This design comes from an exercise in tuning for small area, a short achievable clock period and few clock cycles on the open sky130 flow, not from production work. The RTL was checked by simulation tests, not by an equivalence proof against the original design. Power is estimated from default activity; no workload was simulated.

Design lcd_draw, start of the top module:
module lcd_draw (
    input  wire        clk,
    input  wire        rst,           
    input  wire        cmd_valid,
    output wire        cmd_ready,
    input  wire [7:0]  cmd_op,
    input  wire [31:0] cmd_arg0,
    input  wire [31:0] cmd_arg1,
    input  wire [15:0] cmd_color,
    output wire        out_valid,
    input  wire        out_ready,
    output wire [7:0]  out_data,
    output wire        out_dc,
    output wire        out_last,
    output wire        idle
);
clock: 9.5 ns
lec_check: 0
cap_margin: 20
core_margin: 2
core_utilization: 40
slew_margin: 20
tns_end_percent: 10
standard.sh (not shown) runs the stock make flow with config.mk's settings and CLKGATE_MAP_FILE= SYNTH_SCRIPT=/design/flow/synth_recipe.tcl, a recipe that flattens the netlist after the stock synthesis.
==> flow/flow/run.sh <==
#!/bin/bash
set -euo pipefail
bash standard.sh SETUP_SLACK_MARGIN=5.8 "BUFFER_PORTS_ARGS=-buffer_cell sky130_fd_sc_hd__buf_1" finish > standard_flow.log 2>&1
Testbench counts at the start, summed over its fixed seeds: cycles 480,437.
Change:
==> flow/flow/run.sh (replaced) <==
#!/bin/bash
set -euo pipefail
bash standard.sh SETUP_SLACK_MARGIN=5.8 finish > standard_flow.log 2>&1
TNS_END_PERCENT = 50   (was 10)
Effect: The changed run went through all stages and came out clean; first-iteration DRC count drops slightly; power went up by a few percent; worst hold slack got worse by 15 ps; worst setup slack degrades by 4.9 ps; clock power is higher by a few percent; register-to-register slack stays flat; critical path depth rose by 3; cell area grows by a few percent; combinational power came out higher by roughly a tenth; routed wire length is higher slightly; die area does not change.

========
Starting RTL as in the previous note.
// lcd_draw
module lcd_draw (
    input  wire        clk,
    input  wire        rst,           
    input  wire        cmd_valid,
    output wire        cmd_ready,
    input  wire [7:0]  cmd_op,
    input  wire [31:0] cmd_arg0,
    input  wire [31:0] cmd_arg1,
    input  wire [15:0] cmd_color,
    output wire        out_valid,
    input  wire        out_ready,
    output wire [7:0]  out_data,
    output wire        out_dc,
    output wire        out_last,
    output wire        idle
);
    localparam [3:0] K_NONE = 4'h0, K_WIN = 4'h2, K_ROT = 4'h3, K_FILL = 4'h4,
                     K_FRECT = 4'h5, K_PIX = 4'h6, K_HL = 4'h7, K_VL = 4'h8,
                     K_RECT = 4'h9, K_LINE = 4'hA;
    localparam [3:0] G_IDLE = 4'd0,
                     G_D1 = 4'd1, G_D2 = 4'd2, G_D3 = 4'd3, G_D4 = 4'd4,    
                     G_RUN = 4'd5,                                        
                     G_S1 = 4'd6, G_S2 = 4'd7, G_S3 = 4'd8, G_S4 = 4'd9,  
                     G_S5 = 4'd10, G_S6 = 4'd11, G_S7 = 4'd12, G_S8 = 4'd13,
                     G_WALK = 4'd14, G_S5B = 4'd15;
    localparam [1:0] M_WIN = 2'd0, M_DATA = 2'd1, M_ROT = 2'd2;
    reg  [3:0]  g;
    reg         k_win, k_rot, k_fill, k_frect, k_hl, k_vl, k_rect, k_line;
    reg         cmp;
    reg         ps_xb, ps_yb, ps_k, ps_kh, qs_xa, qs_ya, qs_k, qs_dy, a_inv, a_cin, a_walk;
    reg  [1:0]  rstep;
    reg         swapped;
    reg  signed [15:0] XA, YA;
    reg  signed [16:0] XB, YB, K, DY;
    reg  [15:0] col;
    reg  [8:0]  xs;                       
    reg         xs_ok;                    
    reg         rph, okr;                 
    reg         steep, sxn, syn;
    reg         em_busy;
    reg  [3:0]  bidx;
    reg         in_data, phase;
    reg  [8:0]  wx0, wx1, wy0, wy1;
    wire [8:0] scr_w = swapped ? 9'd320 : 9'd240;
    wire [8:0] scr_h = swapped ? 9'd240 : 9'd320;
    wire [10:0] vXA = {XA[15], XA[15:9] == 7'd0, XA[8:0]};
    wire [10:0] vYA = {YA[15], YA[15:9] == 7'd0, YA[8:0]};
    wire [10:0] vXB = {XB[16], XB[16:9] == 8'd0, XB[8:0]};
    wire [10:0] vYB = {YB[16], YB[16:9] == 8'd0, YB[8:0]};
    wire [10:0] vXS = {2'b01, xs};
  ...
==> flow/config.mk <==
export PLATFORM = sky130hd
export DESIGN_NAME = lcd_draw
export DESIGN_NICKNAME = lcd_draw
export VERILOG_FILES = /design/flow/design.v
export SDC_FILE = /design/flow/constraint.sdc
export NUM_CORES = 4
export LEC_CHECK = 0
export CAP_MARGIN = 20
export CORE_MARGIN = 2
export CORE_UTILIZATION = 40
export CTS_BUF_LIST = sky130_fd_sc_hd__clkbuf_4 sky130_fd_sc_hd__clkbuf_8
export SLEW_MARGIN = 20
export TNS_END_PERCENT = 10
==> flow/constraint.sdc <==
create_clock -name core_clock -period 9.5 [get_ports {clk}]
set_input_delay 1.9000 -clock core_clock [delete_from_list [all_inputs] [get_ports {clk}]]
set_output_delay 1.9000 -clock core_clock [all_outputs]
set_load 0.01 [all_outputs]
==> flow/flow/run.sh <==
#!/bin/bash
set -euo pipefail
bash standard.sh SETUP_SLACK_MARGIN=5.8 "BUFFER_PORTS_ARGS=-buffer_cell sky130_fd_sc_hd__buf_1" finish > standard_flow.log 2>&1
Testbench counts at the start, summed over its fixed seeds: cycles 480,437.
Edit:
==> flow/flow/run.sh (replaced) <==
#!/bin/bash
set -euo pipefail
bash standard.sh SETUP_SLACK_MARGIN=6.0 "BUFFER_PORTS_ARGS=-buffer_cell sky130_fd_sc_hd__buf_1" finish > standard_flow.log 2>&1
=>
- wire length rises by 2.0%
- clock-buffer cell count rises by 2
- final area rises by 2.0%
- power rises by 2.1%
- sequential power hardly moves
- maximum frequency barely changes
- clock skew rises by 0.023 ns
Edit:
==> flow/flow/run.sh (replaced) <==
#!/bin/bash
set -euo pipefail
bash standard.sh SETUP_SLACK_MARGIN=6.5 finish > standard_flow.log 2>&1
- CORE_UTILIZATION: 40 -> 60
- CTS_BUF_LIST: sky130_fd_sc_hd__clkbuf_4 sky130_fd_sc_hd__clkbuf_8 -> unset
- TNS_END_PERCENT: 10 -> unset
Outcome: Register-to-register slack gains 0.05 ns; global-route usage climbs by 14 points; final area came out higher by 11%; combinational power goes up by 24%; worst hold slack is worse by 0.0043 ns; worst setup slack is better by 0.050 ns; maximum frequency grows by 1.3%; power came out higher by 8.5%; core utilization rises by 32 points; routed wire length increases by 3.5%; die area falls by 33%.
Edit:
==> flow/flow/run.sh (replaced) <==
#!/bin/bash
set -euo pipefail
bash standard.sh SETUP_SLACK_MARGIN=5.6 finish > standard_flow.log 2>&1
- CORE_UTILIZATION: 60 -> 40
Result: Final cell count is higher by a few percent; core utilization is lower by 31 points; routed wire length is lower by a few percent; combinational power is lower by about a fifth; flip-flop and latch count stays the same; synthesized cell count does not change.

========
== run 1 ==
Starting RTL as in the previous note.
clock: 9.5 ns
lec_check: 0
cap_margin: 20
core_margin: 2
core_utilization: 50
slew_margin: 20
==> flow/flow/run.sh <==
#!/bin/bash
set -euo pipefail
bash standard.sh SETUP_SLACK_MARGIN=6.0 "BUFFER_PORTS_ARGS=-buffer_cell sky130_fd_sc_hd__buf_1" finish > standard_flow.log 2>&1
No stage failed in run 1, and the final checks on the layout all came back clean.
Testbench counts of run 1, summed over its fixed seeds: cycles 480,437.
--- input diff run 1..run 2 ---
# run 1
export LEC_CHECK = 0
export CAP_MARGIN = 20
export CORE_MARGIN = 2
export CORE_UTILIZATION = 50
export SLEW_MARGIN = 20
create_clock -name core_clock -period 9.5 [get_ports {clk}]
# run 2
export LEC_CHECK = 0
export CAP_MARGIN = 20
export CORE_MARGIN = 2
export CORE_UTILIZATION = 60
export SLEW_MARGIN = 20
create_clock -name core_clock -period 9.5 [get_ports {clk}]
==> flow/flow/run.sh <==
#!/bin/bash
set -euo pipefail
bash standard.sh SETUP_SLACK_MARGIN=6.0 finish > standard_flow.log 2>&1
Relative to run 1, run 2 degrades register-to-register slack.
Worst hold-check slack down 0.0091 ns in run 2 wrt run 1
Between run 2 and run 1, it is run 2 whose number of DRC violations after detailed-routing iteration 0 is higher, by 28%.
### run 2 -> run 3
# run 2
export LEC_CHECK = 0
export CAP_MARGIN = 20
export CORE_MARGIN = 2
export CORE_UTILIZATION = 60
export SLEW_MARGIN = 20
create_clock -name core_clock -period 9.5 [get_ports {clk}]
# run 3
export LEC_CHECK = 0
export CAP_MARGIN = 20
export CORE_MARGIN = 2
export CORE_UTILIZATION = 40
export SLEW_MARGIN = 20
export TNS_END_PERCENT = 10
create_clock -name core_clock -period 9.5 [get_ports {clk}]
==> flow/flow/run.sh <==
#!/bin/bash
set -euo pipefail
bash standard.sh SETUP_SLACK_MARGIN=5.8 finish > standard_flow.log 2>&1
### Flow results
Looking only at total power, and setting everything else aside, the higher value of run 3 and run 2 goes to run 2. A slowest cell on the critical path of sky130_fd_sc_hd__clkdlybuf4s50_1 is what run 3 shows, while sky130_fd_sc_hd__a21oi_1 belongs to run 2. The CTS clock-pin slew for the worst setup and hold paths on run 2 is in line with that on run 3. Between run 2 and run 3, the flow reports placed cell area increasing slightly. Between run 2 and run 3, met1 routed wirelength after detailed routing increased. The via density per instance of run 3 falls short of that of run 2 by about 11%. Relative to run 2, run 3 degrades post-placement worst setup slack. Between run 3 and run 2, the net switching fraction of the power figures differ only marginally. Relative to run 2, the logic gate share of total power of run 3 is lower by 4.5 points. On layout buffering overhead excluding clock cells, the lower figure sits with run 3, not run 2. Diff run 2 -> run 3 | clock period minus final worst setup slack | decrease of 0.068 ns. Relative to run 2, multi-input logic portion of the cell area has gone down in run 3.
> inputs changed (run 3 -> run 4)
# run 3
export LEC_CHECK = 0
export CAP_MARGIN = 20
export CORE_MARGIN = 2
export CORE_UTILIZATION = 40
export SLEW_MARGIN = 20
export TNS_END_PERCENT = 10
create_clock -name core_clock -period 9.5 [get_ports {clk}]
# run 4
export LEC_CHECK = 0
export CAP_MARGIN = 20
export CORE_MARGIN = 2
export CORE_UTILIZATION = 60
export SETUP_SLACK_MARGIN = 5
export SLEW_MARGIN = 20
create_clock -name core_clock -period 9.5 [get_ports {clk}]
==> flow/run.sh (new file) <==
#!/bin/bash
# synth_recipe.tcl (not shown) runs the flow's synth.tcl, then flattens the netlist and writes it again
# the make line also repeats each setting of config.mk as NAME=value (left out here)
make -C /OpenROAD-flow-scripts/flow DESIGN_CONFIG=/design/flow/config.mk WORK_HOME=/design/flow/orfs CLKGATE_MAP_FILE= SYNTH_SCRIPT=/design/flow/synth_recipe.tcl finish
removed: flow/flow/run.sh
removed: flow/standard.sh
Notes after the runs:
Run 3 was larger in final cell area than run 4. As far as post-synthesis async set-or-reset flop share goes, run 3 and run 4 are indistinguishable; the numbers are identical. Summary — global placement routability congestion, run 4 relative to run 3: higher, by about 9%. Run 4: total power consumption of the routed design is about 5.3% lower than what run 3 reported. Higher fraction of area in non-clock buffers among run 3 and run 4: run 3. Between run 3 and run 4, the power density relative to cell area figures differ only marginally. Core utilization: run 4 higher than run 3. Run 4 leaves less setup margin than run 3. Run 4 ended up with a higher number of vias per cell after detailed routing than run 3 did. Diff run 4..run 3 | sequential cell power | negligible.
> inputs changed (run 4 -> run 5)
# run 4
export LEC_CHECK = 0
export CAP_MARGIN = 20
export CORE_MARGIN = 2
export CORE_UTILIZATION = 60
export SETUP_SLACK_MARGIN = 5
export SLEW_MARGIN = 20
create_clock -name core_clock -period 9.5 [get_ports {clk}]
# run 5
export LEC_CHECK = 0
export CAP_MARGIN = 20
export CORE_MARGIN = 2
export CORE_UTILIZATION = 40
export SETUP_SLACK_MARGIN = 5
export SLEW_MARGIN = 20
create_clock -name core_clock -period 9.5 [get_ports {clk}]
[summary]
- For run 5, the startpoint of the worst setup timing path was g[3], unlike run 4, where it was g[2].
- Comparing run 5 against run 4, there is no change at all in number of maximum-capacitance violations.
- Compared to run 4, the routing of run 5 uses more wire.
- Run 5 against run 4; design area is up by a few percent.
- Utilization after layout (run 5 over run 4): decrease, 22 points
- Run 5 vs. run 4: register area comparable; number of global-route vias before repair went up.
- Per the comparison of run 5 with run 4, critical path data arrival time now sits higher; worst hold slack now sits lower; combinational cell fraction of total power now sits lower; count of clock-buffer cells in the layout now sits lower.
Relative to run 5, the following input files were edited for run 6:
# run 5
export LEC_CHECK = 0
export CAP_MARGIN = 20
export CORE_MARGIN = 2
export CORE_UTILIZATION = 40
export SETUP_SLACK_MARGIN = 5
export SLEW_MARGIN = 20
create_clock -name core_clock -period 9.5 [get_ports {clk}]
# run 6
export LEC_CHECK = 0
export CAP_MARGIN = 20
export CORE_MARGIN = 2
export CORE_UTILIZATION = 40
export CTS_BUF_LIST = sky130_fd_sc_hd__clkbuf_4 sky130_fd_sc_hd__clkbuf_8
export SLEW_MARGIN = 20
export TNS_END_PERCENT = 10
create_clock -name core_clock -period 9.5 [get_ports {clk}]
==> flow/flow/run.sh (new file) <==
#!/bin/bash
set -euo pipefail
bash standard.sh SETUP_SLACK_MARGIN=5.8 finish > standard_flow.log 2>&1
==> flow/standard.sh (new file) <==
#!/bin/bash
# synth_recipe.tcl (not shown) runs the flow's synth.tcl, then flattens the netlist and writes it again
# the make line also repeats each setting of config.mk as NAME=value (left out here)
make -C /OpenROAD-flow-scripts/flow DESIGN_CONFIG=/design/flow/config.mk WORK_HOME=/design/flow/orfs CLKGATE_MAP_FILE= SYNTH_SCRIPT=/design/flow/synth_recipe.tcl "${@:-finish}"
removed: flow/run.sh
### Flow results
Looking at TritonCTS buffer count across run 5 and run 6, the one that comes out higher is run 6.
Compared with run 5, run 6 instantiates a larger number of cells.
Portion of total power attributed to sequential cells delta (run 5 -> run 6): insignificant
Diff run 5 and run 6: fraction of met3 tracks used by global routing higher in run 6
Cmp run 6 vs run 5: count of plain and timing-repair buffers in the layout higher in run 6
I/O pin total essentially unchanged between run 5 and run 6.
Area added between synthesis and finish, run 5 and run 6, higher one = run 6.

-- separate check: timing with driven ports --
The flow's constraints put no driver on any port. The routed layouts listed below were extracted and timed again, unchanged, in two steps. Step 1: set_driving_cell puts a clkbuf_16 on clk and a buf_2 on each other input, an assumption about the parent block. Step 2 moves the port delays by t, midway between the first and last clock arrival at a register: inputs arrive t later, outputs are due t later. That takes back most of the time a late clock gives input paths. a / b / c = ideal / step 1 / step 2; a / b = the first two.
run | t (ns) | setup WS [ns] | hold slack, ns | slew at the worst register clock pin (ns)
the first run of note 1 | 0.623 | 5.698 / 5.645 / 5.698 | 0.563 / 0.563 / 0.563 | 0.06 / 0.06
the second run of note 1 | 0.633 | 5.693 / 5.693 / 5.520 | 0.548 / 0.548 / 0.548 | 0.07 / 0.07
the first run of note 2 | 0.676 | 5.708 / 5.653 / 5.736 | 0.561 / 0.561 / 0.561 | 0.07 / 0.07
the second run of note 2 | 0.667 | 5.714 / 5.714 / 5.714 | 0.556 / 0.556 / 0.556 | 0.07 / 0.07
the third run of note 2 | 0.590 | 5.764 / 5.764 / 5.764 | 0.552 / 0.552 / 0.552 | 0.07 / 0.07
the fourth run of note 2 | 0.612 | 5.662 / 5.602 / 5.432 | 0.555 / 0.555 / 0.555 | 0.07 / 0.07
run 1 | 0.594 | 5.676 / 5.676 / 5.676 | 0.545 / 0.545 / 0.545 | 0.07 / 0.07
run 2 | 0.605 | 5.582 / 5.582 / 5.576 | 0.536 / 0.536 / 0.536 | 0.07 / 0.07
run 3 | 0.635 | 5.650 / 5.595 / 5.548 | 0.549 / 0.549 / 0.549 | 0.07 / 0.07
run 4 | 0.599 | 5.158 / 5.105 / 5.219 | 0.551 / 0.551 / 0.551 | 0.07 / 0.07
run 5 | 0.623 | 5.106 / 5.049 / 5.253 | 0.543 / 0.543 / 0.543 | 0.06 / 0.06
run 6 | 0.661 | 5.638 / 5.589 / 5.525 | 0.548 / 0.548 / 0.548 | 0.07 / 0.07
After both steps setup and hold are still met in every run listed. The setup slack of the fourth run of note 2, which loses most, moves by -0.060 ns with the drivers and by -0.230 ns with both steps.
